What follows belongs to an exercise in optimizing a design on an open flow for small area, a short achievable clock period and few clock cycles; a production flow would make more cautious choices. Only simulation tests tie the RTL to the original design; equivalence was not proved. Power and IR drop assume default switching activity.

===== flow/config.mk =====
export PLATFORM = sky130hd
export DESIGN_NAME = fcodec
export DESIGN_NICKNAME = fcodec
export VERILOG_FILES = /design/flow/design.v
export SDC_FILE = /design/flow/constraint.sdc
export NUM_CORES = 8
export LEC_CHECK = 0
export CAP_MARGIN = 30
export CORE_MARGIN = 2
export CORE_UTILIZATION = 40
export CTS_CLUSTER_DIAMETER = 100
export CTS_CLUSTER_SIZE = 20
export PLACE_DENSITY = 0.5
export SETUP_SLACK_MARGIN = 5
export SLEW_MARGIN = 30

===== flow/constraint.sdc =====
create_clock -name core_clock -period 12.0 [get_ports {clk}]
set_input_delay 2.4000 -clock core_clock [delete_from_list [all_inputs] [get_ports {clk}]]
set_output_delay 2.4000 -clock core_clock [all_outputs]
set_load 0.01 [all_outputs]

===== flow/design.v =====
module fcodec (
    input  wire        clk,
    input  wire        rst,
    input  wire        bus_req,
    input  wire        bus_we,
    input  wire [1:0]  bus_size,    
    input  wire [11:0] bus_addr,
    input  wire [31:0] bus_wdata,
    output wire        bus_ready,
    output reg  [31:0] bus_rdata,
    output wire        bus_err
);
    localparam [2:0] OP_NOP = 3'd0, OP_ENCODE = 3'd1, OP_DECODE = 3'd2, OP_VERIFY = 3'd3;
    localparam [3:0] ERR_OK = 4'd0, ERR_NAR = 4'd1, ERR_TRUNC = 4'd2, ERR_ILL = 4'd3;
    localparam [2:0] TAG_NONE = 3'd0, TAG_V = 3'd1, TAG_I = 3'd2, TAG_P = 3'd3,
                     TAG_STR = 3'd4, TAG_UNK = 3'd5;
    function [7:0] sum4;
        input [31:0] w;
        sum4 = w[7:0] + w[15:8] + w[23:16] + w[31:24];
    endfunction
    function prn;
        input [7:0] b;
        prn = (b >= 8'h20) && (b <= 8'h7E);
    endfunction
    function [2:0] pc4;
        input [31:0] w;
        pc4 = {2'd0, prn(w[7:0])} + {2'd0, prn(w[15:8])} +
              {2'd0, prn(w[23:16])} + {2'd0, prn(w[31:24])};
    endfunction
    function [6:0] inc7;
        input [6:0] a;
        integer n;
        begin
            for (n = 0; n < 7; n = n + 1)
                inc7[n] = a[n] ^ (&(a | ~((7'd1 << n) - 7'd1)));
        end
    endfunction
    function lt7;
        input [6:0] a, b;
        integer n;
        reg     eq;
        begin
            lt7 = 1'b0;
            eq  = 1'b1;
            for (n = 6; n >= 0; n = n - 1) begin
                lt7 = lt7 | (eq & !a[n] & b[n]);
                eq  = eq & (a[n] == b[n]);
            end
        end
    endfunction
    function [31:0] below;
        input [31:0] w;
        input [1:0]  n;
        below = w & ((32'd1 << (8 * n)) - 32'd1);
    endfunction
    reg  [2:0]  ctrl_op;
    reg  [1:0]  ctrl_sel;
    reg  [3:0]  st_err;
    reg         st_ok;
    reg         st_present;
    reg  [2:0]  st_lastop;
    reg  [31:0] enc_hdr;
    reg  [8:0]  tx_len;
    reg  [8:0]  rx_len;
    reg  [7:0]  res_reg;
    reg  [7:0]  res_len;
    reg  [2:0]  res_tag;
    reg  [31:0] res_val;
    reg  [8:0]  disp_len;
    reg  [7:0]  csum_calc;
    reg  [7:0]  csum_recv;
    reg  [32*65-1:0] tx_buf;
    reg  [32*65-1:0] rx_buf;
    reg  [28*64-1:0] disp_buf;
    reg  [6:0]  qa_tx, qa_rx;   reg [5:0] qa_dp;
    reg  [6:0]  qa1_tx, qa1_rx; reg [5:0] qa1_dp;    
    reg  [31:0] q_tx,  q_rx;    reg [27:0] q_dp;
    reg         qv_tx, qv_rx,   qv_dp;
    reg  [6:0]  na_tx, na_rx;   reg [5:0] na_dp;    
    reg  [31:0] tx_rd, rx_rd;
    reg  [27:0] dp_rd;
    integer k;
    always @(*) begin
        tx_rd = 32'd0;
        rx_rd = 32'd0;
        dp_rd = 28'd0;
        for (k = 0; k < 65; k = k + 1) begin
            tx_rd = tx_rd | ({32{na_tx == k}} & tx_buf[32*k +: 32]);
            rx_rd = rx_rd | ({32{na_rx == k}} & rx_buf[32*k +: 32]);
        end
        for (k = 0; k < 64; k = k + 1)
            dp_rd = dp_rd | ({28{na_dp == k}} & disp_buf[28*k +: 28]);
    end
    wire [9:0] boff = bus_addr[9:0];
    wire [7:0] word = boff[9:2];
    wire [6:0] w7   = word[6:0];
    wire misaligned = (bus_size == 2'd3) ||
                      (bus_size == 2'd1 && bus_addr[0]) ||
                      (bus_size == 2'd2 && bus_addr[1:0] != 2'b00);
    wire in_buf  = (boff[9:8] == 2'b00) || (boff[9:2] == 8'h40);        
    wire in_regs = (bus_addr[11:6] == 6'd0) && (!bus_addr[5] || bus_addr[4:2] == 3'd0);
    wire in_tx   = (bus_addr[11:10] == 2'b01) && in_buf;
    wire in_rx   = (bus_addr[11:10] == 2'b10) && in_buf;
    wire in_disp = (bus_addr[11:10] == 2'b11) && (boff[9:8] == 2'b00);
    wire len_big = (|bus_wdata[31:9]) ||
                   (bus_wdata[8] && ((|bus_wdata[7:3]) || (bus_wdata[2] && (|bus_wdata[1:0]))));
    wire [3:0] reg_idx = bus_addr[5:2];
    reg  access_err;
    always @(*) begin
        access_err = 1'b0;
        if (misaligned)
            access_err = 1'b1;
        else if (in_regs) begin
            if (bus_size != 2'd2)
                access_err = 1'b1;
            else if (bus_we) begin
                case (reg_idx)
                    4'd0, 4'd2: access_err = 1'b0;
                    4'd4:       access_err = len_big;
                    default:    access_err = 1'b1;
                endcase
            end
        end else if (in_tx || in_rx)
            access_err = 1'b0;
        else if (in_disp)
            access_err = bus_we;
        else
            access_err = 1'b1;
    end
    wire acc  = bus_req && !access_err;
    wire full = (bus_size == 2'd2);
    reg [3:0] lane_mask;
    always @(*) begin
        case (bus_size)
            2'd0:    lane_mask = 4'b0001 << bus_addr[1:0];
            2'd1:    lane_mask = 4'b0011 << bus_addr[1:0];
            default: lane_mask = 4'b1111;
        endcase
    end
    wire [31:0] lane_data = bus_wdata << (8 * bus_addr[1:0]);
    wire [31:0] lmask = {{8{lane_mask[3]}}, {8{lane_mask[2]}}, {8{lane_mask[1]}}, {8{lane_mask[0]}}};
    wire       to_next   = lane_mask[3];
    wire hit_tx = qv_tx && (w7 == qa_tx);
    wire hit_rx = qv_rx && (w7 == qa_rx);
    wire hit_dp = qv_dp && (word[5:0] == qa_dp);
    wire [7:0] rx0 = rx_buf[7:0];
    wire [7:0] rx1 = rx_buf[15:8];
    wire [7:0] rx2 = rx_buf[23:16];
    wire [7:0] rx3 = rx_buf[31:24];
    wire [7:0] enc_n = enc_hdr[31:24];
    wire [7:0] enc_r = enc_hdr[23:16];
    wire gate_ok   = (rx_len > 9'd6) && (rx0 == 8'hF0) && (rx1 == 8'hA1);
    wire is_float  = (rx2 == 8'hC1) || (rx2 == 8'hC2);
    wire is_triple = (rx2 == 8'hC3);
    wire is_string = (rx2 == 8'hDE) || (rx2 == 8'hDF) || (rx2 == 8'hE0);
    wire fits      = ({1'b0, rx3} + 9'd4) <= rx_len;
    reg  [6:0] tx_tw, rx_tw;
    reg  [1:0] tx_tb, rx_tb;
    reg        chk_present, str_ok;
    reg  [6:0]  tq;  reg [7:0] ts1, tw1, tw0;  reg tvalid;
    reg  [6:0]  rq;  reg [7:0] rs1, rw1, rw0;  reg rvalid;
    reg  [6:0]  tqm1, tqp1, rqm1, rqp1;    
    reg  [8:0]  rc1; reg [2:0] rcw1, rcw0;
    reg         tk_tx, tk_rx, tk_mok;
    reg  [6:0]  tk_w;
    reg  [31:0] tk_m;
    reg         fb_busy, fb_rx, fb_done;
    reg         fb_first;        
    reg  [7:0]  fb_s;
    reg  [8:0]  fb_c;
    reg         cp_busy, cp_flush, cp_load;
    reg         enc_pend, dec_pend;    
    reg  [7:0]  enc_s;                 
    reg  [6:0]  cp_dw;           
    reg  [1:0]  cp_sc;           
    reg  [20:0] cp_stage;
    reg  txr_one, txr_m1, txr_0, txr_p1;      
    reg  rxr_one, rxr_m1, rxr_0, rxr_p1;
    wire tx_base_ok = txr_one || (fb_done && !fb_rx) || txr_m1 || txr_0 || txr_p1;
    wire rx_base_ok = rxr_one || (fb_done &&  fb_rx) || rxr_m1 || rxr_0 || rxr_p1;
    wire [7:0] tx_base  = txr_one ? 8'd0 : (fb_done && !fb_rx) ? fb_s :
                          txr_m1 ? ts1 : txr_0 ? ts1 + tw1 : ts1 + tw1 + tw0;
    wire [7:0] rx_base  = rxr_one ? 8'd0 : (fb_done &&  fb_rx) ? fb_s :
                          rxr_m1 ? rs1 : rxr_0 ? rs1 + rw1 : rs1 + rw1 + rw0;
    wire [8:0] rx_basec = rxr_one ? 9'd0 : (fb_done &&  fb_rx) ? fb_c :
                          rxr_m1 ? rc1 : rxr_0 ? rc1 + rcw1 : rc1 + rcw1 + rcw0;
    wire [31:0] tx_part   = below(q_tx, tx_tb);
    wire [31:0] rx_part   = below(q_rx, rx_tb);
    wire [7:0]  enc_sum   = (enc_r + enc_n + tx_base) + sum4(tx_part);
    wire [7:0]  chk_sum   = (rx2 + rx3 + rx_base) + sum4(rx_part);
    wire [7:0]  chk_recv  = q_rx[8*rx_tb +: 8];
    wire [8:0]  str_cnt   = rx_basec + {6'd0, pc4(rx_part)};
    wire        ctrl_wr  = acc && bus_we && in_regs && reg_idx == 4'd0;
    wire [2:0]  w_op     = bus_wdata[2:0];
    wire [1:0]  w_sel    = bus_wdata[5:4];
    wire        w_enc    = (w_op == OP_ENCODE);
    wire        w_chk    = (w_op == OP_VERIFY) || (w_op == OP_DECODE && w_sel != 2'd3);
    wire        w_dec    = (w_op == OP_DECODE && w_sel != 2'd3);
    reg         tx_at, rx_at;       
    wire        rx_need  = chk_present || (w_op == OP_DECODE && str_ok);
    reg         enc_go, chk_base, chk_data;
    wire        chk_go   = chk_base && (!rx_need || chk_data);
    wire        cmd_go   = w_enc ? enc_go : w_chk ? chk_go : 1'b1;
    wire        fb_tx_start = !fb_busy && !fb_done && w_enc && !tk_tx && !tx_base_ok;
    wire        fb_rx_start = !fb_busy && !fb_done && w_chk && !cp_busy && !tk_rx && rx_need && !rx_base_ok;
    wire dp_avail = !cp_busy || lt7({1'b0, qa_dp}, cp_dw);
    wire r_tx    = bus_addr[11:10] == 2'b01;
    wire r_rx    = bus_addr[11:10] == 2'b10;
    wire r_dp    = bus_addr[11:10] == 2'b11;
    wire is_ctrl = bus_we && bus_size == 2'd2 && bus_addr == 12'h000;
    wire st_tx   = bus_req && !bus_we && r_tx && !hit_tx;
    wire st_rx   = bus_req && r_rx && (cp_busy || (!bus_we && !hit_rx));
    wire st_dp   = bus_req && !bus_we && r_dp && (!hit_dp || !dp_avail);
    wire st_ctrl = bus_req && is_ctrl && !cmd_go;
    wire st_enc  = bus_req && enc_pend && (r_tx || is_ctrl || bus_addr == 12'h020);
    wire stall   = st_tx || st_rx || st_dp || st_ctrl || st_enc;
    assign bus_ready = bus_req && !stall;
    assign bus_err   = access_err;
    wire done    = acc && !stall;           
    wire cmd     = done && ctrl_wr;
    wire enc_cmp = cmd && w_enc;
    wire dec_cmp = cmd && w_dec;
    wire cp_start = dec_cmp && str_ok && str_cnt != 9'd0;
    wire tx_hw   = bus_req && bus_we && in_tx && !misaligned;
    wire rx_hw   = bus_req && bus_we && in_rx && !misaligned && !cp_busy;
    wire hdr_wr  = done && bus_we && in_regs && reg_idx == 4'd2;
    wire len_wr  = done && bus_we && in_regs && reg_idx == 4'd4;
    wire        tx_same   = tk_tx && tk_w == w7;
    wire        rx_same   = tk_rx && tk_w == w7;
    wire [31:0] tx_old    = tx_same ? tk_m : q_tx;
    wire [31:0] rx_old    = rx_same ? tk_m : q_rx;
    wire [31:0] tx_merged = (tx_old & ~lmask) | (lane_data & lmask);
    wire [31:0] rx_merged = (rx_old & ~lmask) | (lane_data & lmask);
    wire        tx_mok    = full || (tx_same ? tk_mok : hit_tx);
    wire        rx_mok    = full || (rx_same ? tk_mok : hit_rx);
    wire        tx_stale  = tx_hw && na_tx == w7;
    wire        rx_stale  = rx_hw && na_rx == w7;
    wire [7:0]  tk_ms     = sum4(tk_m);
    wire [2:0]  tk_mc     = pc4(tk_m);
    wire [6:0] tx_twm1 = {1'b0, enc_n[7:2]};                      
    wire [6:0] rx_twm1 = {1'b0, rx3[7:2]};
    wire [6:0] cp_last = (rx_tb == 2'd0) ? rx_twm1 : rx_tw;        
    reg  [3:0] cp_v;
    reg  [2:0] cp_pos [0:3];
    reg  [2:0] cp_tot;
    reg  [6:0] cp_win [0:6];
    integer i, j;
    always @(*) begin
        for (j = 0; j < 4; j = j + 1)
            cp_v[j] = prn(q_rx[8*j +: 8]) &&
                      ((qa_rx < rx_tw) || (qa_rx == rx_tw && j < rx_tb));
        cp_pos[0] = {1'b0, cp_sc};
        for (j = 1; j < 4; j = j + 1)
            cp_pos[j] = cp_pos[j-1] + {2'd0, cp_v[j-1]};
        cp_tot = cp_pos[3] + {2'd0, cp_v[3]};
        for (i = 0; i < 7; i = i + 1) begin
            cp_win[i] = (i < 3 && i < cp_sc) ? cp_stage[7*(i % 3) +: 7] : 7'd0;
            for (j = 0; j < 4; j = j + 1)
                if (cp_v[j] && cp_pos[j] == i)
                    cp_win[i] = q_rx[8*j +: 7];
        end
    end
    wire cp_step  = cp_busy && !cp_flush && !cp_load;
    wire cp_wr    = (cp_step && cp_tot[2]) || (cp_busy && cp_flush);
    wire [27:0] cp_wdata = cp_flush ? {7'd0, cp_stage} :
                           {cp_win[3], cp_win[2], cp_win[1], cp_win[0]};
    always @(*) begin
        if (fb_busy && !fb_rx)
            na_tx = fb_first ? 7'd1 : (qa_tx == tx_twm1) ? tx_tw : qa_tx + 7'd1;
        else if (bus_req && r_tx)
            na_tx = !hit_tx ? w7 : to_next ? qa1_tx : qa_tx;
        else if (bus_req && bus_we && bus_addr == 12'h008)
            na_tx = {1'b0, bus_wdata[31:26]} + 7'd1;    
        else if (bus_req && is_ctrl)
            na_tx = tx_tw;                               
        else if (enc_pend)
            na_tx = 7'd0;                                
        else
            na_tx = qa_tx;
        if (cp_busy)
            na_rx = cp_load ? 7'd1 : cp_flush ? qa_rx : (qa_rx == cp_last) ? 7'd0 : qa_rx + 7'd1;
        else if (fb_busy && fb_rx)
            na_rx = fb_first ? 7'd1 : (qa_rx == rx_twm1) ? rx_tw : qa_rx + 7'd1;
        else if (bus_req && r_rx)
            na_rx = !hit_rx ? w7 : to_next ? qa1_rx : qa_rx;
        else if (bus_req && bus_we && bus_addr == 12'h010)
            na_rx = rx_tw;                               
        else if (bus_req && is_ctrl)
            na_rx = rx_tw;                               
        else
            na_rx = qa_rx;
        if (bus_req && !bus_we && r_dp)
            na_dp = !(hit_dp && dp_avail) ? word[5:0] : to_next ? qa1_dp : qa_dp;
        else if (dec_pend)
            na_dp = 6'd0;
        else
            na_dp = qa_dp;
    end
    wire [8:0]  dp_base = {1'b0, na_dp, 2'b00};
    wire [27:0] dp_keep = {{7{(dp_base + 9'd3) < disp_len}}, {7{(dp_base + 9'd2) < disp_len}},
                           {7{(dp_base + 9'd1) < disp_len}}, {7{ dp_base         < disp_len}}};
    wire        rx0_wr  = rx_hw && w7 == 7'd0;
    wire [7:0]  n_enc_n = rst ? 8'd0 : hdr_wr ? bus_wdata[31:24] : enc_n;
    wire [8:0]  n_rxlen = rst ? 9'd0 : len_wr ? bus_wdata[8:0] : rx_len;
    wire [7:0]  n_rx0   = (rx0_wr && lane_mask[0]) ? lane_data[7:0]   : rx0;
    wire [7:0]  n_rx1   = (rx0_wr && lane_mask[1]) ? lane_data[15:8]  : rx1;
    wire [7:0]  n_rx2   = (rx0_wr && lane_mask[2]) ? lane_data[23:16] : rx2;
    wire [7:0]  n_rx3   = (rx0_wr && lane_mask[3]) ? lane_data[31:24] : rx3;
    wire [6:0]  n_tx_tw = {1'b0, n_enc_n[7:2]} + 7'd1;
    wire [6:0]  n_rx_tw = {1'b0, n_rx3[7:2]} + 7'd1;
    reg  [6:0] tq_n, tqm1_n, tqp1_n, rq_n, rqm1_n, rqp1_n;
    reg        tvalid_n, rvalid_n;
    always @(*) begin
        tq_n = tq; tqm1_n = tqm1; tqp1_n = tqp1; tvalid_n = tvalid;
        rq_n = rq; rqm1_n = rqm1; rqp1_n = rqp1; rvalid_n = rvalid;
        if (rst) begin
            tq_n = 7'd1; tqm1_n = 7'd0; tqp1_n = 7'd2; tvalid_n = 1'b0;
            rq_n = 7'd1; rqm1_n = 7'd0; rqp1_n = 7'd2; rvalid_n = 1'b0;
        end else begin
            if (tk_tx) begin
                if (tk_w == 7'd1) begin
                    tq_n = 7'd1; tqm1_n = 7'd0; tqp1_n = 7'd2; tvalid_n = tk_mok;
                end else if (tvalid) begin
                    if (tk_w == tqm1 || tk_w == tq) begin
                        if (!tk_mok) tvalid_n = 1'b0;
                    end else if (tk_w == tqp1) begin
                        if (tk_mok) begin tq_n = tk_w; tqm1_n = tq; tqp1_n = tk_w + 7'd1; end
                    end else if (tk_w < tq)
                        tvalid_n = 1'b0;
                end
            end
            if (enc_cmp && tx_tw <= tq)
                tvalid_n = 1'b0;
            if (tk_rx) begin
                if (tk_w == 7'd1) begin
                    rq_n = 7'd1; rqm1_n = 7'd0; rqp1_n = 7'd2; rvalid_n = tk_mok;
                end else if (rvalid) begin
                    if (tk_w == rqm1 || tk_w == rq) begin
                        if (!tk_mok) rvalid_n = 1'b0;
                    end else if (tk_w == rqp1) begin
                        if (tk_mok) begin rq_n = tk_w; rqm1_n = rq; rqp1_n = tk_w + 7'd1; end
                    end else if (tk_w < rq)
                        rvalid_n = 1'b0;
                end
            end
        end
    end
    wire fb_end    = fb_busy && !fb_first && (fb_rx ? (qa_rx == rx_twm1) : (qa_tx == tx_twm1));
    wire fb_go     = !fb_busy && bus_req && is_ctrl && (fb_tx_start || fb_rx_start);
    wire fb_busy_n = !rst && (fb_busy ? !fb_end : fb_go);
    wire fb_done_n = !rst && (fb_end || (fb_done && !cmd));
    wire fb_rx_n   = !rst && (fb_go ? fb_rx_start : fb_rx);
    wire cp_busy_n = !rst && (cp_busy ? !(!cp_load && (cp_flush || (qa_rx == cp_last && cp_tot[1:0] == 2'd0)))
                                      : cp_start);
    wire tk_tx_n   = !rst && tx_hw && w7 != 7'd0;
    wire tk_rx_n   = !rst && rx_hw && w7 != 7'd0;
    wire txr_one_n = n_tx_tw == 7'd1;
    wire txr_n     = tvalid_n && (n_tx_tw == tqm1_n || n_tx_tw == tq_n || n_tx_tw == tqp1_n);
    wire rxr_one_n = n_rx_tw == 7'd1;
    wire rxr_n     = rvalid_n && (n_rx_tw == rqm1_n || n_rx_tw == rq_n || n_rx_tw == rqp1_n);
    wire tx_at_n   = !rst && !enc_cmp && !enc_pend && !tx_stale && na_tx == n_tx_tw;
    wire rx_at_n   = !rst && !rx_stale && na_rx == n_rx_tw;
    always @(posedge clk) begin
        enc_go   <= !fb_busy_n && !tk_tx_n && tx_at_n &&
                    (txr_one_n || (fb_done_n && !fb_rx_n) || txr_n);
        chk_base <= !fb_busy_n && !cp_busy_n;
        chk_data <= !tk_rx_n && rx_at_n &&
                    (rxr_one_n || (fb_done_n && fb_rx_n) || rxr_n);
        tq <= tq_n; tqm1 <= tqm1_n; tqp1 <= tqp1_n; tvalid <= tvalid_n;
        rq <= rq_n; rqm1 <= rqm1_n; rqp1 <= rqp1_n; rvalid <= rvalid_n;
        txr_one <= n_tx_tw == 7'd1;
        txr_m1  <= tvalid_n && n_tx_tw == tqm1_n;
        txr_0   <= tvalid_n && n_tx_tw == tq_n;
        txr_p1  <= tvalid_n && n_tx_tw == tqp1_n;
        rxr_one <= n_rx_tw == 7'd1;
        rxr_m1  <= rvalid_n && n_rx_tw == rqm1_n;
        rxr_0   <= rvalid_n && n_rx_tw == rq_n;
        rxr_p1  <= rvalid_n && n_rx_tw == rqp1_n;
        tx_at <= tx_at_n;
        rx_at <= rx_at_n;
        tx_tw <= n_tx_tw;
        tx_tb <= n_enc_n[1:0];
        rx_tw <= n_rx_tw;
        rx_tb <= n_rx3[1:0];
        chk_present <= (n_rxlen >= 9'd4) && (n_rxlen >= 9'd5 + {1'b0, n_rx3});
        str_ok      <= (n_rxlen > 9'd6) && (n_rx0 == 8'hF0) && (n_rx1 == 8'hA1) &&
                       ((n_rx2 == 8'hDE) || (n_rx2 == 8'hDF) || (n_rx2 == 8'hE0)) &&
                       (({1'b0, n_rx3} + 9'd4) <= n_rxlen);
    end
    always @(posedge clk) begin
        qa_tx <= na_tx;
        qa_rx <= na_rx;
        qa_dp <= na_dp;
        qa1_tx <= inc7(na_tx);
        qa1_rx <= inc7(na_rx);
        qa1_dp <= na_dp + 6'd1;
        q_tx  <= tx_rd;
        q_rx  <= rx_rd;
        q_dp  <= ((cp_wr && cp_dw[5:0] == na_dp) ? cp_wdata : dp_rd) & dp_keep;
        tk_w  <= w7;
        tk_mok <= in_tx ? tx_mok : rx_mok;
        tk_m  <= in_tx ? tx_merged : rx_merged;
        if (rst) begin
            ctrl_op    <= 3'd0;
            ctrl_sel   <= 2'd0;
            st_err     <= 4'd0;
            st_ok      <= 1'b0;
            st_present <= 1'b0;
            st_lastop  <= 3'd0;
            enc_hdr    <= 32'd0;
            tx_len     <= 9'd0;
            rx_len     <= 9'd0;
            res_reg    <= 8'd0;
            res_len    <= 8'd0;
            res_tag    <= TAG_NONE;
            res_val    <= 32'd0;
            disp_len   <= 9'd0;
            csum_calc  <= 8'd0;
            csum_recv  <= 8'd0;
            qv_tx <= 1'b0; qv_rx <= 1'b0; qv_dp <= 1'b0;
            ts1 <= 8'd0; tw1 <= 8'd0; tw0 <= 8'd0;
            rs1 <= 8'd0; rw1 <= 8'd0; rw0 <= 8'd0;
            rc1 <= 9'd0; rcw1 <= 3'd0; rcw0 <= 3'd0;
            tk_tx <= 1'b0; tk_rx <= 1'b0;
            fb_busy <= 1'b0; fb_first <= 1'b0; fb_rx <= 1'b0; fb_done <= 1'b0; fb_s <= 8'd0; fb_c <= 9'd0;
            enc_pend <= 1'b0; dec_pend <= 1'b0; cp_load <= 1'b0;
            cp_busy <= 1'b0; cp_flush <= 1'b0; cp_dw <= 7'd0; cp_sc <= 2'd0; cp_stage <= 21'd0;
        end else begin
            qv_tx <= !enc_cmp && !enc_pend && !tx_stale;
            qv_rx <= !rx_stale;
            qv_dp <= !dec_cmp;
            enc_pend <= enc_cmp;
            if (enc_pend)
                csum_calc <= enc_s;
            dec_pend <= dec_cmp;
            if (hdr_wr)
                enc_hdr <= bus_wdata;
            if (len_wr)
                rx_len <= bus_wdata[8:0];
            if (cmd) begin
                ctrl_op   <= w_op;
                ctrl_sel  <= w_sel;
                st_lastop <= w_op;
                fb_done   <= 1'b0;
                case (w_op)
                OP_NOP: begin
                    st_err <= ERR_OK; st_ok <= 1'b0; st_present <= 1'b0;
                end
                OP_ENCODE: begin
                    tx_len     <= {1'b0, enc_n} + 9'd5;
                    enc_s      <= enc_sum;
                    csum_recv  <= 8'd0;
                    st_err     <= ERR_OK;
                    st_ok      <= 1'b0;
                    st_present <= 1'b0;
                end
                OP_DECODE, OP_VERIFY: begin
                    if (!w_chk) begin
                        st_err <= ERR_ILL; st_ok <= 1'b0; st_present <= 1'b0;
                    end else begin
                        if (chk_present) begin
                            csum_calc  <= chk_sum;
                            csum_recv  <= chk_recv;
                            st_ok      <= (chk_sum == chk_recv);
                            st_present <= 1'b1;
                        end else begin
                            csum_calc  <= 8'd0;
                            csum_recv  <= 8'd0;
                            st_ok      <= 1'b0;
                            st_present <= 1'b0;
                        end
                        st_err <= ERR_OK;
                        if (w_op == OP_DECODE) begin
                            res_reg  <= 8'd0;
                            res_len  <= 8'd0;
                            res_tag  <= TAG_NONE;
                            res_val  <= 32'd0;
                            disp_len <= 9'd0;
                            if (!gate_ok) begin
                                st_err <= ERR_NAR;
                            end else begin
                                res_reg <= rx2;
                                res_len <= rx3;
                                if (is_float) begin
                                    if (!fits || rx3 < 8'd4)
                                        st_err <= ERR_TRUNC;
                                    else begin
                                        res_val <= rx_buf[63:32];
                                        res_tag <= (rx2 == 8'hC1) ? TAG_V : TAG_I;
                                    end
                                end else if (is_triple) begin
                                    if (!fits || rx3 < 8'd12)
                                        st_err <= ERR_TRUNC;
                                    else begin
                                        case (w_sel)
                                            2'd0:    res_val <= rx_buf[63:32];
                                            2'd1:    res_val <= rx_buf[95:64];
                                            default: res_val <= rx_buf[127:96];
                                        endcase
                                        res_tag <= TAG_V + {1'b0, w_sel};
                                    end
                                end else if (is_string) begin
                                    if (!fits)
                                        st_err <= ERR_TRUNC;
                                    else begin
                                        res_tag  <= TAG_STR;
                                        disp_len <= str_cnt;
                                    end
                                end else begin
                                    res_tag <= TAG_UNK;
                                end
                            end
                        end
                    end
                end
                default: begin
                    st_err <= ERR_ILL; st_ok <= 1'b0; st_present <= 1'b0;
                end
                endcase
            end
            tk_tx <= tx_hw && w7 != 7'd0;
            tk_rx <= rx_hw && w7 != 7'd0;
            if (tk_tx) begin
                if (tk_w == 7'd1) begin
                    ts1 <= 8'd0; tw1 <= 8'd0; tw0 <= tk_ms;
                end else if (tvalid && tk_mok) begin
                    if (tk_w == tqm1)
                        tw1 <= tk_ms;
                    else if (tk_w == tq)
                        tw0 <= tk_ms;
                    else if (tk_w == tqp1) begin
                        ts1 <= ts1 + tw1; tw1 <= tw0; tw0 <= tk_ms;
                    end
                end
            end
            if (tk_rx) begin
                if (tk_w == 7'd1) begin
                    rs1 <= 8'd0; rw1 <= 8'd0; rw0 <= tk_ms;
                    rc1 <= 9'd0; rcw1 <= 3'd0; rcw0 <= tk_mc;
                end else if (rvalid && tk_mok) begin
                    if (tk_w == rqm1) begin
                        rw1 <= tk_ms; rcw1 <= tk_mc;
                    end else if (tk_w == rq) begin
                        rw0 <= tk_ms; rcw0 <= tk_mc;
                    end else if (tk_w == rqp1) begin
                        rs1 <= rs1 + rw1; rw1 <= rw0; rw0 <= tk_ms;
                        rc1 <= rc1 + {6'd0, rcw1}; rcw1 <= rcw0; rcw0 <= tk_mc;
                    end
                end
            end
            if (fb_busy) begin
                fb_first <= 1'b0;
                if (!fb_first) begin
                    fb_s <= fb_s + sum4(fb_rx ? q_rx : q_tx);
                    fb_c <= fb_c + {6'd0, pc4(q_rx)};
                end
                if (fb_end) begin
                    fb_busy <= 1'b0;
                    fb_done <= 1'b1;
                end
            end else if (fb_go) begin
                fb_busy <= 1'b1; fb_first <= 1'b1; fb_rx <= fb_rx_start; fb_s <= 8'd0; fb_c <= 9'd0;
            end
            if (cp_busy) begin
                if (cp_wr)
                    cp_dw <= cp_dw + 7'd1;
                if (cp_load)
                    cp_load <= 1'b0;
                else if (cp_flush) begin
                    cp_flush <= 1'b0;
                    cp_busy  <= 1'b0;
                end else begin
                    cp_sc    <= cp_tot[1:0];
                    cp_stage <= cp_tot[2] ? {cp_win[6], cp_win[5], cp_win[4]}
                                          : {cp_win[2], cp_win[1], cp_win[0]};
                    if (qa_rx == cp_last) begin
                        if (cp_tot[1:0] != 2'd0)
                            cp_flush <= 1'b1;
                        else
                            cp_busy <= 1'b0;
                    end
                end
            end else if (cp_start) begin
                cp_busy  <= 1'b1;
                cp_load  <= 1'b1;
                cp_flush <= 1'b0;
                cp_dw    <= 7'd0;
                cp_sc    <= 2'd0;
            end
        end
    end
    wire [31:0] tx_ldata = enc_pend ? {4{enc_s}} : lane_data;
    genvar g, b;
    generate
        for (g = 0; g < 65; g = g + 1) begin : g_tx
            for (b = 0; b < 4; b = b + 1) begin : g_b
                wire host_we = tx_hw && w7 == g && lane_mask[b];
                if (g == 0) begin : g_hdr
                    always @(posedge clk)
                        if (host_we || enc_cmp)
                            tx_buf[32*g + 8*b +: 8] <= enc_cmp ? enc_hdr[8*b +: 8] : lane_data[8*b +: 8];
                end else begin : g_pl
                    wire enc_we = enc_pend && tx_tw == g && tx_tb == b;
                    always @(posedge clk)
                        if (host_we || enc_we)
                            tx_buf[32*g + 8*b +: 8] <= tx_ldata[8*b +: 8];
                end
            end
        end
        for (g = 0; g < 65; g = g + 1) begin : g_rx
            for (b = 0; b < 4; b = b + 1) begin : g_b
                wire host_we = rx_hw && w7 == g && lane_mask[b];
                always @(posedge clk)
                    if (host_we)
                        rx_buf[32*g + 8*b +: 8] <= lane_data[8*b +: 8];
            end
        end
        for (g = 0; g < 64; g = g + 1) begin : g_disp
            always @(posedge clk)
                if (cp_wr && cp_dw[5:0] == g)
                    disp_buf[28*g +: 28] <= cp_wdata;
        end
    endgenerate
    function [31:0] reg_val;
        input integer n;
        case (n)
            0:       reg_val = {26'd0, ctrl_sel, 1'b0, ctrl_op};
            1:       reg_val = {21'd0, st_lastop, 2'b00, st_present, st_ok, st_err};
            2:       reg_val = enc_hdr;
            3:       reg_val = {23'd0, tx_len};
            4:       reg_val = {23'd0, rx_len};
            5:       reg_val = {13'd0, res_tag, res_len, res_reg};
            6:       reg_val = res_val;
            7:       reg_val = {23'd0, disp_len};
            default: reg_val = {16'd0, csum_recv, csum_calc};
        endcase
    endfunction
    wire [31:0] dp_word = {1'b0, q_dp[27:21], 1'b0, q_dp[20:14], 1'b0, q_dp[13:7], 1'b0, q_dp[6:0]};
    wire rg = bus_addr[11:10] == 2'b00;
    wire [3:0] lsel = 4'b0001 << bus_addr[1:0];
    reg  [31:0] rd_reg, rd_buf;
    always @(*) begin
        rd_reg = 32'd0;
        for (k = 0; k < 9; k = k + 1)
            if (rg && (k == 8 ? bus_addr[5] : bus_addr[5:2] == k))
                rd_reg = rd_reg | reg_val(k);
        rd_buf = 32'd0;
        for (k = 0; k < 4; k = k + 1) begin
            if (lsel[k]) begin
                if (r_tx) rd_buf[7:0] = rd_buf[7:0] | q_tx[8*k +: 8];
                if (r_rx) rd_buf[7:0] = rd_buf[7:0] | q_rx[8*k +: 8];
                if (r_dp) rd_buf[7:0] = rd_buf[7:0] | dp_word[8*k +: 8];
            end
        end
        if (bus_size != 2'd0) begin
            if (r_tx) rd_buf[15:8] = bus_addr[1] ? q_tx[31:24] : q_tx[15:8];
            if (r_rx) rd_buf[15:8] = bus_addr[1] ? q_rx[31:24] : q_rx[15:8];
            if (r_dp) rd_buf[15:8] = bus_addr[1] ? dp_word[31:24] : dp_word[15:8];
        end
        if (bus_size == 2'd2) begin
            if (r_tx) rd_buf[31:16] = q_tx[31:16];
            if (r_rx) rd_buf[31:16] = q_rx[31:16];
            if (r_dp) rd_buf[31:16] = dp_word[31:16];
        end
        bus_rdata = rd_reg | rd_buf;
    end
endmodule

===== flow/flow/run.sh =====
#!/bin/bash
# Layout: the standard ORFS flow (standard.sh), with timing-driven global
# placement weighting the most critical nets more strongly. ORFS writes each
# tool's output to its own logs (orfs/logs/...); make's output goes to
# make.log here.
set -euo pipefail
bash standard.sh finish \
  "GLOBAL_PLACEMENT_ARGS=-timing_driven_net_weight_max 10 -timing_driven_nets_percentage 3" \
  > make.log 2>&1

===== flow/standard.sh =====
#!/bin/bash
# synth_recipe.tcl (not shown) runs the flow's synth.tcl, then flattens the netlist and writes it again
# the make line also repeats each setting of config.mk as NAME=value (left out here)
make -C /OpenROAD-flow-scripts/flow DESIGN_CONFIG=/design/flow/config.mk WORK_HOME=/design/flow/orfs CLKGATE_MAP_FILE= SYNTH_SCRIPT=/design/flow/synth_recipe.tcl "${@:-finish}"

==> results.rst, run 1 <==
.. list-table::
   :header-rows: 1

   * - Metric
     - Value
   * - Status
     - complete, no violations
   * - Worst-case clock skew
     - ~0.099 ns
   * - Number of port buffers
     - just over 80
   * - Remaining Overflow, GRT
     - 0
   * - Met1 layer usage reported by global route
     - 0.555
   * - Final Max Tran Viols
     - 0
   * - P per Cell Area
     - approximately 160 mW/mm²
   * - Total iterations of the first detailed-routing run
     - 10
   * - Crit. End Element
     - output port
   * - Post-synthesis cell area
     - ~0.26 mm²
   * - Wire length per cell after detailed routing
     - approximately 51 µm
   * - Worst hold path class
     - reg2reg
   * - Yosys warnings
     - 3
   * - Static leakage
     - roughly 94 nW
   * - GR Layer Usage met3
     - 0.167
   * - Synthesis-to-finish area growth
     - 15.0%
   * - Worst IR drop on VDD
     - between 0.0002 and 0.00025 V
   * - Detailed-placement wirelength estimate
     - between 900 and 1000 mm
   * - Regs by FF count
     - tx_buf (2080), rx_buf (2079), disp_buf (1792)
   * - Final setup TNS
     - 0 ns
   * - H-tree depth reported by CTS
     - 5
   * - Antenna Nets Post-Route
     - 0
   * - Worst slew pin tran
     - between 1 and 1.5 ns
   * - Launching element type of the critical path
     - input port
   * - Post-detailed-route DRC marker count
     - 0
   * - MaxCap Viol Count
     - 0
   * - Net count of the finished layout
     - about 18000
   * - Primary FF master, synth
     - sky130_fd_sc_hd__edfxtp_1
   * - Global-route wire length before repair
     - roughly 1700 mm
   * - CTS buffer count
     - between 300 and 400
   * - Commonest cells in the synthesized netlist
     - sky130_fd_sc_hd__edfxtp_1 (5960), sky130_fd_sc_hd__a22oi_1 (1719), sky130_fd_sc_hd__nand2_1 (969)
   * - Synthesized area per cell
     - 15.1 µm²
   * - CTS Hold Bufs
     - 0
   * - Total area of multi-input combinational cells
     - between 0.06 and 0.07 mm²
   * - Final number of setup-violating endpoints
     - 0
   * - Maximum number of buffers from clock root to sink
     - 4
   * - Clock latency reported for the late side of the worst-skew pair
     - about 1.1 ns
   * - Library cell contributing the largest single delay on the critical path
     - sky130_fd_sc_hd__a222oi_1
   * - CP max stage delay
     - between 0.7 and 0.8 ns
   * - Cell types occupying the most area after synthesis
     - sky130_fd_sc_hd__edfxtp_1 (70%), sky130_fd_sc_hd__a22oi_1 (5.1%), sky130_fd_sc_hd__dfxtp_1 (3.9%)
   * - Gate Count Post-Synth
     - around 17000
   * - Share of cells above drive strength 1
     - 0.177
   * - Vias per Instance
     - ~7
   * - Area of the core
     - ~0.64 mm²
   * - Floorplan die area
     - 0.645 mm²
   * - Initial standard-cell utilization of the core
     - 0.402
   * - CTS Root Cell
     - sky130_fd_sc_hd__clkbuf_16
   * - Portion of the post-synthesis area used by sequential elements
     - 0.740
   * - Total via count after detailed routing
     - between 150k and 200k
   * - Worst EP arrival
     - approximately 5 ns
   * - GR met2 Demand/Resource
     - 0.547
   * - Clock-pin slew on the worst setup and hold paths
     - 0.10 ns
   * - Total global-route track usage
     - 0.404
   * - Floorplan row count
     - slightly below 300
   * - Max-slew headroom at the worst pin
     - 0.191
   * - Vias in the first global route
     - ~170k
   * - Distinct cells, synth
     - 110
   * - Min Tclk post-route
     - 7.39 ns
   * - Share of synthesized flip-flops with an asynchronous set or reset
     - 0
   * - Fillers
     - approximately 56000
   * - GR peak layer
     - met1
   * - Count of endpoints failing hold in the final timing report
     - 0
   * - Post-synth top area share
     - 0.700
   * - Number of antenna violations at the first check in global routing
     - 170
   * - Most numerous cell in the Yosys netlist
     - sky130_fd_sc_hd__edfxtp_1
   * - Pin count of the biggest net entering global routing
     - between 100 and 150
   * - Cells along the critical path
     - buf_16 -> buf_4 -> buf_6 -> nor4_4 -> buf_4 -> a222oi_1 -> nand4_1 -> or3_4 -> buf_6
   * - Die width
     - 803 µm
   * - Dominant cell type by area after synthesis
     - sky130_fd_sc_hd__edfxtp_1
   * - Unrepaired setup endpoints after global routing
     - true
   * - Number of enable flip-flop cells after synthesis
     - 5960
   * - Final worst path period share
     - 0.615
   * - Number of synthesized register bits
     - between 6000 and 7000
   * - CTS tree
     - yes
   * - Top Ports
     - between 80 and 90
   * - Path type of the worst setup path
     - in2out
   * - Routability congestion estimate
     - 1.04
   * - Total chip power
     - approximately 47 mW
   * - Flip-flop and latch area
     - about 0.19 mm²
   * - Height of the die
     - approximately 800 µm
   * - Largest register FFs
     - 2080
   * - Total Routed Length
     - between 1000 and 1500 mm
   * - Max Freq
     - 135 MHz
   * - Number of sinks handled by clock tree synthesis
     - ~6500
   * - Top register by number of flip-flops
     - tx_buf
   * - Critical path data required time
     - 9.60 ns
   * - DRC violation total after the first TritonRoute iteration
     - between 40000 and 50000
   * - Max Fanout on Critical Path
     - 6
## cell usage in the layout (no fill, tap or decap), drive strengths merged, types with 309 or more instances in the layout
cell type | Yosys | layout
a21oi | 518 | 518
a221oi | 553 | 553
a22o | 565 | 565
a22oi | 1720 | 1720
buf | 179 | 1505
clkbuf | 877 | 585
dfxtp | 504 | 504
edfxtp | 5960 | 5960
inv | 297 | 309
nand2 | 969 | 969
nand3 | 447 | 449
nand4 | 346 | 346
nor2 | 898 | 899
o21ai | 419 | 419
o22ai | 346 | 346
## timing repair
item / 4_1_cts / 5_1_grt
setup buffers: 189 / 92
endpoints found under the setup margin: 1834 / 405
gates cloned: 14 / 2
endpoints found under the hold margin: 0 / 0
resized for setup: 506 / 188
pin swaps: 114 / 92
## report_power, final
part           internal (mW)  total [mW]  switching, mW
sequential              25.4        25.8          0.411
clock                   5.97        13.8           7.88
combinational           1.71        7.35           5.64
total                   33.1        47.0           13.9
## worst paths after layout
check,slack (ns),endpoint,from,cells after the start
worst min-delay path,0.46,csum_recv[5],csum_recv[5],2
worst max-delay path,4.62,bus_rdata[5],bus_addr[4],9
worst min register to register,0.46,csum_recv[5],csum_recv[5],2
worst max register to register,5.14,q_dp[15],rx_tw[4],23
## layer usage
layer	routed length [µm]	up-vias
li1	-	69944
met1	507000	98717
met5	833	-
met3	219000	3356
met4	89000	86
met2	536000	17873
## worst max-delay path: cells and delay by family
kind	cells	cell delay, ns
and+or+nand+nor	3	0.88
buffers and inverters	5	0.86
AOI/OAI and AO/OA	1	0.79
## logic make-up (layout without fill, tap and decap cells)
logic type,count (synthesis),in the layout,share of synthesized area
xor+xnor,307,307,0.0105
buf+inv,1359,2491,0.0204
other cells,1,135,0.0000147
fa+ha+maj,294,294,0.0177
flops,6464,6464,0.740
simple gates,3455,3461,0.0642
compound gates,4789,4789,0.138
mux,209,209,0.00897
## stage by stage
step	area [µm²]	hold slack, ns	instances	utilization	setup WS, ns
2_1_floorplan	256000	0.425	16879	-	5.00
3_3_place_gp	276000	0.443	25464	0.433	1.43
3_5_place_dp	277000	0.444	25501	0.436	1.80
4_1_cts	292000	0.457	26323	0.458	4.75
5_1_grt	294000	0.476	26456	0.461	4.75
6_report	294000	0.462	26557	0.462	4.62
## area by class of cell
class                      count  share of cell area
clock buffer                 576              0.0344
antenna                      133             0.00113
multi-input combinational   9062               0.232
sequential                  6464               0.643
timing repair buffer        1569              0.0464
inverter                     303             0.00413
tap                         8407              0.0358
clock inverter                43             0.00255
Testbench counts, summed over its fixed seeds: cycles 138,024.
==> run 2, diff against run 1 <==
==> flow/run.sh (new file) <==
#!/bin/bash
# synth_recipe.tcl (not shown) runs the flow's synth.tcl, then flattens the netlist and writes it again
# the make line also repeats each setting of config.mk as NAME=value (left out here)
make -C /OpenROAD-flow-scripts/flow DESIGN_CONFIG=/design/flow/config.mk WORK_HOME=/design/flow/orfs CLKGATE_MAP_FILE= SYNTH_SCRIPT=/design/flow/synth_recipe.tcl finish
removed: flow/flow/run.sh
removed: flow/standard.sh
==> results.rst, run 2 <==
.. list-table::
   :header-rows: 1

   * - Metric
     - Value
   * - Net count of the finished layout
     - 17993 (was 18111)
   * - H-tree depth reported by CTS
     - 5 (unchanged)
   * - Height of the die
     - 803 µm (unchanged)
   * - Status
     - complete, no violations (unchanged)
   * - Regs by FF count
     - tx_buf (2080), rx_buf (2079), disp_buf (1792) (unchanged)
   * - Clock-pin slew on the worst setup and hold paths
     - 0.09 ns (was 0.10 ns)
   * - Worst-case setup slack after placement
     - 2.15 ns (was 1.80 ns)
   * - Distinct cells, synth
     - 110 (unchanged)
   * - Launch point of the critical path
     - bus_addr[2] (was bus_addr[4])
   * - Unrepaired setup endpoints after global routing
     - true (unchanged)
   * - Number of port buffers
     - 83 (unchanged)
   * - Worst EP arrival
     - 4.86 ns (was 4.98 ns)
   * - Initial standard-cell utilization of the core
     - 0.402 (unchanged)
   * - Die width
     - 803 µm (unchanged)
   * - Primary FF master, synth
     - sky130_fd_sc_hd__edfxtp_1 (unchanged)
   * - Area of the core
     - 0.636 mm² (unchanged)
   * - Share of synthesized flip-flops with an asynchronous set or reset
     - 0 (unchanged)
   * - Detailed-placement wirelength estimate
     - 875 mm (was 906 mm)
   * - Largest register FFs
     - 2080 (unchanged)
   * - Top register by number of flip-flops
     - tx_buf (unchanged)
   * - Portion of the post-synthesis area used by sequential elements
     - 0.740 (unchanged)
   * - Worst IR drop on VDD
     - 0.000354 V (was 0.000227 V)
   * - CTS tree
     - yes (unchanged)
   * - Launching element type of the critical path
     - input port (unchanged)
   * - Commonest cells in the synthesized netlist
     - sky130_fd_sc_hd__edfxtp_1 (5960), sky130_fd_sc_hd__a22oi_1 (1719), sky130_fd_sc_hd__nand2_1 (969) (unchanged)
   * - Instance area after placement
     - 0.276 mm² (was 0.277 mm²)
   * - Path type of the worst setup path
     - in2out (unchanged)
   * - Total global-route track usage
     - 0.395 (was 0.404)
   * - Post-synthesis cell area
     - 0.256 mm² (unchanged)
   * - Floorplan row count
     - 293 (unchanged)
   * - MaxCap Viol Count
     - 0 (unchanged)
   * - Dominant cell type by area after synthesis
     - sky130_fd_sc_hd__edfxtp_1 (unchanged)
   * - Worst hold path class
     - reg2reg (unchanged)
   * - Gate Count Post-Synth
     - 16878 (unchanged)
   * - Worst-case setup margin in the final layout
     - 4.74 ns (was 4.62 ns)
   * - DRC violation total after the first TritonRoute iteration
     - 41722 (was 41051)
   * - Total Routed Length
     - 1320 mm (was 1350 mm)
   * - Remaining Overflow, GRT
     - 0 (unchanged)
   * - Static leakage
     - 92.9 nW (was 93.7 nW)
   * - Most used cells in the layout excluding fill and tap cells
     - sky130_fd_sc_hd__edfxtp_1 (5960), sky130_fd_sc_hd__a22oi_1 (1705), sky130_fd_sc_hd__buf_4 (1230) (was sky130_fd_sc_hd__edfxtp_1 (5960), sky130_fd_sc_hd__a22oi_1 (1697), sky130_fd_sc_hd__buf_4 (1304))
   * - Routability congestion estimate
     - 1.03 (was 1.04)
   * - Final worst path period share
     - 0.605 (was 0.615)
   * - Launch point of the worst hold path
     - tx_len[2] (was csum_recv[5])
   * - Max Fanout on Critical Path
     - 11 (was 6)
   * - Final setup TNS
     - 0 ns (unchanged)
   * - Number of enable flip-flop cells after synthesis
     - 5960 (unchanged)
   * - P per Cell Area
     - 160 mW/mm² (about the same)
   * - Vias per Instance
     - 7.11 (was 7.15)
   * - Core utilization of the finished layout
     - 0.459 (was 0.462)
   * - Clock latency reported for the late side of the worst-skew pair
     - 1.12 ns (was 1.14 ns)
   * - Placed cell count
     - 25455 (was 25501)
   * - Crit. End Element
     - output port (unchanged)
   * - Floorplan die area
     - 0.645 mm² (unchanged)
   * - Total iterations of the first detailed-routing run
     - 10 (unchanged)
   * - Antenna Nets Post-Route
     - 0 (unchanged)
   * - Fillers
     - 55989 (was 55912)
   * - Yosys warnings
     - 3 (unchanged)
   * - Number of sinks handled by clock tree synthesis
     - 6464 (unchanged)
   * - Share of cells above drive strength 1
     - 0.164 (was 0.177)
   * - Final Max Tran Viols
     - 0 (unchanged)
   * - Most numerous cell in the Yosys netlist
     - sky130_fd_sc_hd__edfxtp_1 (unchanged)
   * - Most common library cell in the layout ignoring fill and taps
     - sky130_fd_sc_hd__edfxtp_1 (unchanged)
   * - Maximum number of buffers from clock root to sink
     - 4 (unchanged)
   * - Worst slew pin tran
     - 1.17 ns (was 1.20 ns)
   * - Synthesized area per cell
     - 15.1 µm² (unchanged)
   * - Number of antenna violations at the first check in global routing
     - 143 (was 170)
   * - Wire length per cell after detailed routing
     - 50.0 µm (was 50.9 µm)
   * - Cell types occupying the most area after synthesis
     - sky130_fd_sc_hd__edfxtp_1 (70%), sky130_fd_sc_hd__a22oi_1 (5.1%), sky130_fd_sc_hd__dfxtp_1 (3.9%) (unchanged)
   * - Post-Route Hold Slack
     - 0.466 ns (was 0.462 ns)
   * - Top Ports
     - 84 (unchanged)
   * - Total chip power
     - 46.8 mW (was 47.0 mW)
   * - Post-detailed-route DRC marker count
     - 0 (unchanged)
   * - Synthesis-to-finish area growth
     - 14.3% (was 15.0%)
   * - Critical path data required time
     - 9.60 ns (about the same)
   * - Count of endpoints failing hold in the final timing report
     - 0 (unchanged)
   * - Post-synth top area share
     - 0.700 (unchanged)
   * - Reg2reg start
     - qa_rx[6] (was rx_tw[4])
   * - Min Tclk post-route
     - 7.26 ns (was 7.39 ns)
   * - Final cell area excluding filler cells
     - 0.292 mm² (was 0.294 mm²)
   * - Max Freq
     - 138 MHz (was 135 MHz)
   * - Worst-case clock skew
     - 0.102 ns (was 0.0986 ns)
   * - Final number of setup-violating endpoints
     - 0 (unchanged)
   * - CTS Root Cell
     - sky130_fd_sc_hd__clkbuf_16 (unchanged)
   * - Pin count of the biggest net entering global routing
     - 70 (was 103)
   * - Global-route wire length before repair
     - 1690 mm (was 1720 mm)
   * - Max-slew headroom at the worst pin
     - 0.221 (was 0.191)
   * - Vias in the first global route
     - 165928 (was 167276)
   * - Post-Layout Cell Count
     - 26463 (was 26557)
   * - Number of synthesized register bits
     - 6464 (unchanged)
   * - CTS buffer count
     - 369 (unchanged)
   * - Total via count after detailed routing
     - 188254 (was 189976)
## run 2: changes by cell type in the layout (fill, tap and decap cells not counted), sizes merged, moves of 2 or more
cell	before	now
buf	1505	1384
diode	133	120
inv	309	315
bufinv	3	0
clkinvlp	6	3
clkinv	28	25
bufbuf	4	6
dlygate4sd2	29	31
clkdlybuf4s15	8	2
dlymetal6s2s	7	4
clkbuf	585	623
clkdlybuf4s50	7	19
## run 2: worst paths after layout
kind / endpoint / slack [ns] / cells past startpoint
setup / recovery: bus_rdata[3] / 4.74 / 9
hold / removal: tx_len[2] / 0.47 / 2
setup reg to reg: q_dp[7] / 5.15 / 22
hold reg to reg: tx_len[2] / 0.47 / 2
## run 2: cell families (layout without fill, tap and decap cells)
kind of cell	count (synthesis)	count (layout)	synth area share
adders and majority gates	294	294	0.0177
muxes	209	209	0.00897
other	1	122	0.0000147
and+or+nand+nor	3455	3459	0.0642
DFF	6464	6464	0.740
AOI/OAI and AO/OA	4789	4789	0.138
xor gates and xnor gates	307	307	0.0105
buffers and inverters	1359	2412	0.0204
## run 2: area by class of cell
type	instances	area (µm²)	area share
sequential	6464	189000	0.647
multi-input combinational	9060	67500	0.231
timing repair buffer	1453	12500	0.0429
tap	8407	10500	0.0360
clock buffer	616	10300	0.0351
inverter	303	1190	0.00408
clock inverter	40	666	0.00228
antenna	120	300	0.00103
## run 2: report_power, final
group	switching, mW	internal, mW	leakage (nW)
Clock	7.90	5.96	5.18
Combinational	5.42	1.60	27.8
Sequential	0.499	25.4	59.9
## run 2: routing by layer
layer	vias up	global-route usage	wire [µm]
met5	-	0	748
li1	69677	-	-
met4	58	0.187	77000
met1	97843	0.544	496000
met2	17667	0.535	527000
met3	3009	0.172	221000
## run 2: worst max-delay path, cell delays in order
cell	delay [ns]
sky130_fd_sc_hd__buf_6	0.14
sky130_fd_sc_hd__clkbuf_16	0.18
sky130_fd_sc_hd__buf_4	0.15
sky130_fd_sc_hd__nand2b_4	0.10
sky130_fd_sc_hd__nor3_2	0.05
sky130_fd_sc_hd__buf_6	0.14
sky130_fd_sc_hd__a222oi_1	0.62
sky130_fd_sc_hd__nand4_1	0.68
sky130_fd_sc_hd__buf_2	0.36
## run 2: repair_timing
item / CTS / global route
gates resized for setup: 402 / 117
setup buffers: 151 / 50
cloned: 13 / 2
setup endpoints to repair: 1879 / 684
pin swaps: 96 / 49
hold buffers: 0 / 0
==> run 3, diff against run 2 <==
--- a/flow/config.mk
+++ b/flow/config.mk
@@ -7,9 +7,9 @@
 export LEC_CHECK = 0
 export CAP_MARGIN = 30
 export CORE_MARGIN = 2
-export CORE_UTILIZATION = 40
+export CORE_UTILIZATION = 47
 export CTS_CLUSTER_DIAMETER = 100
 export CTS_CLUSTER_SIZE = 20
-export PLACE_DENSITY = 0.5
+export PLACE_DENSITY = 0.58
 export SETUP_SLACK_MARGIN = 5
 export SLEW_MARGIN = 30
==> results.rst, run 3 <==
.. list-table::
   :header-rows: 1

   * - Metric
     - Value
   * - Status
     - complete, no violations (unchanged)
   * - Number of sinks handled by clock tree synthesis
     - 6464 (unchanged)
   * - Post-synth top area share
     - 0.700 (unchanged)
   * - Max Fanout on Critical Path
     - 19 (was 11)
   * - Cell occurring most often along the worst timing path
     - sky130_fd_sc_hd__buf_4 (was sky130_fd_sc_hd__buf_6)
   * - Dominant cell type by area after synthesis
     - sky130_fd_sc_hd__edfxtp_1 (unchanged)
   * - Cell types occupying the most area after synthesis
     - sky130_fd_sc_hd__edfxtp_1 (70%), sky130_fd_sc_hd__a22oi_1 (5.1%), sky130_fd_sc_hd__dfxtp_1 (3.9%) (unchanged)
   * - Pin count of the biggest net entering global routing
     - 87 (was 70)
   * - Most numerous cell in the Yosys netlist
     - sky130_fd_sc_hd__edfxtp_1 (unchanged)
   * - Clock-pin slew on the worst setup and hold paths
     - 0.09 ns (about the same)
   * - Antenna Nets Post-Route
     - 0 (unchanged)
   * - Floorplan die area
     - 0.550 mm² (was 0.645 mm²)
   * - CTS buffer count
     - 369 (unchanged)
   * - Fraction of power consumed by the clock network
     - 0.290 (was 0.296)
   * - Total global-route track usage
     - 0.456 (was 0.395)
   * - Library cell contributing the largest single delay on the critical path
     - sky130_fd_sc_hd__o221ai_1 (was sky130_fd_sc_hd__nand4_1)
   * - Distinct cells, synth
     - 110 (unchanged)
   * - Global-route wire length before repair
     - 1660 mm (was 1690 mm)
   * - Final Max Tran Viols
     - 0 (unchanged)
   * - Internal power of the cells
     - 33.1 mW (was 33.0 mW)
   * - Worst hold path class
     - reg2reg (unchanged)
   * - DRC violation total after the first TritonRoute iteration
     - 43297 (was 41722)
   * - Min Tclk post-route
     - 7.28 ns (was 7.26 ns)
   * - Area of the core
     - 0.541 mm² (was 0.636 mm²)
   * - Top register by number of flip-flops
     - tx_buf (unchanged)
   * - Path type of the worst setup path
     - in2reg (was in2out)
   * - Worst EP arrival
     - 8.22 ns (was 4.86 ns)
   * - Critical path data required time
     - 12.93 ns (was 9.60 ns)
   * - Primary FF master, synth
     - sky130_fd_sc_hd__edfxtp_1 (unchanged)
   * - Commonest cells in the synthesized netlist
     - sky130_fd_sc_hd__edfxtp_1 (5960), sky130_fd_sc_hd__a22oi_1 (1719), sky130_fd_sc_hd__nand2_1 (969) (unchanged)
   * - Vias in the first global route
     - 167642 (was 165928)
   * - Top Ports
     - 84 (unchanged)
   * - Most used cells in the layout excluding fill and tap cells
     - sky130_fd_sc_hd__edfxtp_1 (5960), sky130_fd_sc_hd__a22oi_1 (1701), sky130_fd_sc_hd__buf_4 (1185) (was sky130_fd_sc_hd__edfxtp_1 (5960), sky130_fd_sc_hd__a22oi_1 (1705), sky130_fd_sc_hd__buf_4 (1230))
   * - Core utilization of the finished layout
     - 0.537 (was 0.459)
   * - Sequential fraction of design power
     - 0.548 (was 0.554)
   * - Crit. End Element
     - flip-flop (was output port)
   * - H-tree depth reported by CTS
     - 5 (unchanged)
   * - Share of synthesized flip-flops with an asynchronous set or reset
     - 0 (unchanged)
   * - Vias per Instance
     - 7.53 (was 7.11)
   * - Cells along the critical path
     - buf_4 -> buf_12 -> buf_4 -> mux2_2 -> o21ai_0 -> a211oi_1 -> or2_2 -> a211oi_4 -> inv_4 -> nand3_2 -> nor2_4 -> buf_4 -> a222oi_1 -> o221ai_1 -> nor4_1 -> nand2_1 (was buf_6 -> clkbuf_16 -> buf_4 -> nand2b_4 -> nor3_2 -> buf_6 -> a222oi_1 -> nand4_1 -> buf_2)
   * - Die width
     - 741 µm (was 803 µm)
   * - Number of synthesized register bits
     - 6464 (unchanged)
   * - Number of enable flip-flop cells after synthesis
     - 5960 (unchanged)
   * - Gate Count Post-Synth
     - 16878 (unchanged)
   * - Worst slew pin tran
     - 1.20 ns (was 1.17 ns)
   * - Sw power
     - 14.1 mW (was 13.8 mW)
   * - Total Routed Length
     - 1290 mm (was 1320 mm)
   * - Share of cells above drive strength 1
     - 0.166 (was 0.164)
   * - Final setup TNS
     - 0 ns (unchanged)
   * - Regs by FF count
     - tx_buf (2080), rx_buf (2079), disp_buf (1792) (unchanged)
   * - Maximum number of buffers from clock root to sink
     - 4 (unchanged)
   * - Most common library cell in the layout ignoring fill and taps
     - sky130_fd_sc_hd__edfxtp_1 (unchanged)
   * - Fillers
     - 44135 (was 55989)
   * - CTS tree
     - yes (unchanged)
   * - Static leakage
     - 92.8 nW (was 92.9 nW)
   * - Final number of setup-violating endpoints
     - 0 (unchanged)
   * - Worst-case clock skew
     - 0.107 ns (was 0.102 ns)
   * - Clock latency reported for the late side of the worst-skew pair
     - 1.10 ns (was 1.12 ns)
   * - CP max stage delay
     - 0.75 ns (was 0.68 ns)
   * - Worst IR drop on VDD
     - 0.000196 V (was 0.000354 V)
   * - Remaining Overflow, GRT
     - 0 (unchanged)
   * - Combinational Power Share
     - 0.162 (was 0.150)
   * - Switching share of power
     - 0.299 (was 0.295)
   * - Total iterations of the first detailed-routing run
     - 13 (was 10)
   * - Portion of the post-synthesis area used by sequential elements
     - 0.740 (unchanged)
   * - CTS Hold Bufs
     - 0 (unchanged)
   * - Total via count after detailed routing
     - 189859 (was 188254)
   * - Synthesized area per cell
     - 15.1 µm² (unchanged)
   * - Post-detailed-route DRC marker count
     - 0 (unchanged)
   * - Number of port buffers
     - 83 (unchanged)
   * - Net count of the finished layout
     - 17956 (was 17993)
   * - Launching element type of the critical path
     - input port (unchanged)
   * - Synthesis-to-finish area growth
     - 13.7% (was 14.3%)
   * - Routability congestion estimate
     - 1.11 (was 1.03)
   * - Largest register FFs
     - 2080 (unchanged)
   * - Number of antenna violations at the first check in global routing
     - 144 (was 143)
   * - P per Cell Area
     - 162 mW/mm² (was 160 mW/mm²)
   * - Detailed-placement wirelength estimate
     - 852 mm (was 875 mm)
   * - Yosys warnings
     - 3 (unchanged)
   * - Count of endpoints failing hold in the final timing report
     - 0 (unchanged)
   * - Max-slew headroom at the worst pin
     - 0.192 (was 0.221)
   * - Unrepaired setup endpoints after global routing
     - true (unchanged)
   * - Height of the die
     - 741 µm (was 803 µm)
   * - Initial standard-cell utilization of the core
     - 0.472 (was 0.402)
   * - CTS Root Cell
     - sky130_fd_sc_hd__clkbuf_16 (unchanged)
   * - Final worst path period share
     - 0.607 (was 0.605)
   * - Wire length per cell after detailed routing
     - 51.3 µm (was 50.0 µm)
   * - Floorplan row count
     - 270 (was 293)
   * - Post-synthesis cell area
     - 0.256 mm² (unchanged)
   * - MaxCap Viol Count
     - 0 (unchanged)
   * - Max Freq
     - 137 MHz (was 138 MHz)
-- run 3: cell type report --
| class | count | area [µm²] | share of cell area |
|---|---|---|---|
| diodes | 99 | 248 | 0.000853 |
| repair buffers | 1413 | 12200 | 0.0421 |
| clock buffers | 608 | 10200 | 0.0352 |
| clock inverters | 42 | 652 | 0.00224 |
| multi-input cells | 9063 | 67800 | 0.233 |
| flip-flops and latches | 6464 | 189000 | 0.651 |
| inverters | 303 | 1210 | 0.00418 |
| well taps | 7208 | 9020 | 0.0310 |
-- run 3: worst paths after layout --
path              cells after the start  slack [ns]         start           end
hold / removal                        2        0.47  csum_recv[0]  csum_recv[0]
setup reg to reg                     23        5.03      rx_tw[4]       q_dp[7]
hold reg to reg                       2        0.47  csum_recv[0]  csum_recv[0]
setup / recovery                     16        4.72   bus_addr[1]      q_tx[23]
-- run 3: power groups by stage --
| stage | clock network, mW | logic [mW] | registers [mW] |
|---|---|---|---|
| after detailed placement | 0 | 6.80 | 26.3 |
| after CTS | 13.6 | 6.98 | 25.8 |
| after global placement | 0 | 6.74 | 26.3 |
| after global routing | 14.3 | 7.46 | 25.8 |
| after floorplan | 0 | 2.72 | 26.1 |
| final | 13.7 | 7.64 | 25.8 |
-- run 3: what timing repair did --
| item | in CTS | in global routing |
|---|---|---|
| setup endpoints to repair | 2011 | 628 |
| cloned | 10 | 6 |
| setup buffers | 86 | 119 |
| hold endpoints to repair | 0 | 0 |
| pin swaps | 72 | 82 |
| gates resized for setup | 434 | 171 |
-- run 3: cell families after synthesis --
group,share of synthesized area
compound gates,0.138
simple gates,0.0642
flops,0.740
other cells,0.0000147
mux,0.00897
buf+inv,0.0204
fa+ha+maj,0.0177
xor+xnor,0.0105
-- run 3: per-layer routing --
metal	global-route usage	up-vias	wire length, µm
li1	-	69607	-
met1	0.600	96620	450000
met2	0.624	19457	519000
met3	0.184	4109	216000
met4	0.292	66	107000
met5	0.00498	-	1040
-- run 3: through the flow --
stage               std cells  power [mW]  cell area (µm²)  hold slack (ns)  setup slack [ns]
floorplan               16879        28.8           256000            0.425              5.00
global placement        24173        33.0           273000            0.444             0.848
detailed placement      24216        33.1           275000            0.455              1.85
CTS                     24962        46.3           288000            0.468              4.77
global route            25115        47.6           290000            0.486              4.82
finish                  25200        47.2           291000            0.475              4.72
-- run 3: critical path: cells and delay by family --
family	cells	cell delay [ns]
AND/OR/NAND/NOR	5	1.61
multiplexers	1	0.40
AO/OA/AOI/OAI	5	2.55
buffers and inverters	5	1.20

==> what the ideal ports hide <==
No port has a modelled driver above. Below, the same layouts with a new extraction and two added sets of constraints. Step 1 (the two cells are an assumption about what drives the block):
set clk [get_ports {clk}]
set_driving_cell -lib_cell sky130_fd_sc_hd__clkbuf_16 $clk
set_driving_cell -lib_cell sky130_fd_sc_hd__buf_2 [delete_from_list [all_inputs] $clk]
Step 2 also shifts input and output timing later by t, the mid clock arrival at the registers, as if the neighbouring blocks saw the same clock. a / b / c = no drivers / after step 1 / after step 2; a / b = the first two.
run	t (ns)	setup WS [ns]	latest minus earliest clock arrival (ns)	slew at the worst register clock pin (ns)	cell pins on the clock port's net
run 1	1.229	4.615 / 4.188 / 3.383	0.099 / 0.099	0.11 / 0.11	1
run 2	1.220	4.737 / 4.269 / 3.506	0.104 / 0.105	0.10 / 0.10	1
run 3	1.187	4.717 / 4.336 / 3.532	0.119 / 0.119	0.11 / 0.11	1
After both steps every run listed still meets setup and hold. For run 1, which loses most, drivers alone change the setup slack by -0.427 ns; drivers and shift together by -1.232 ns.
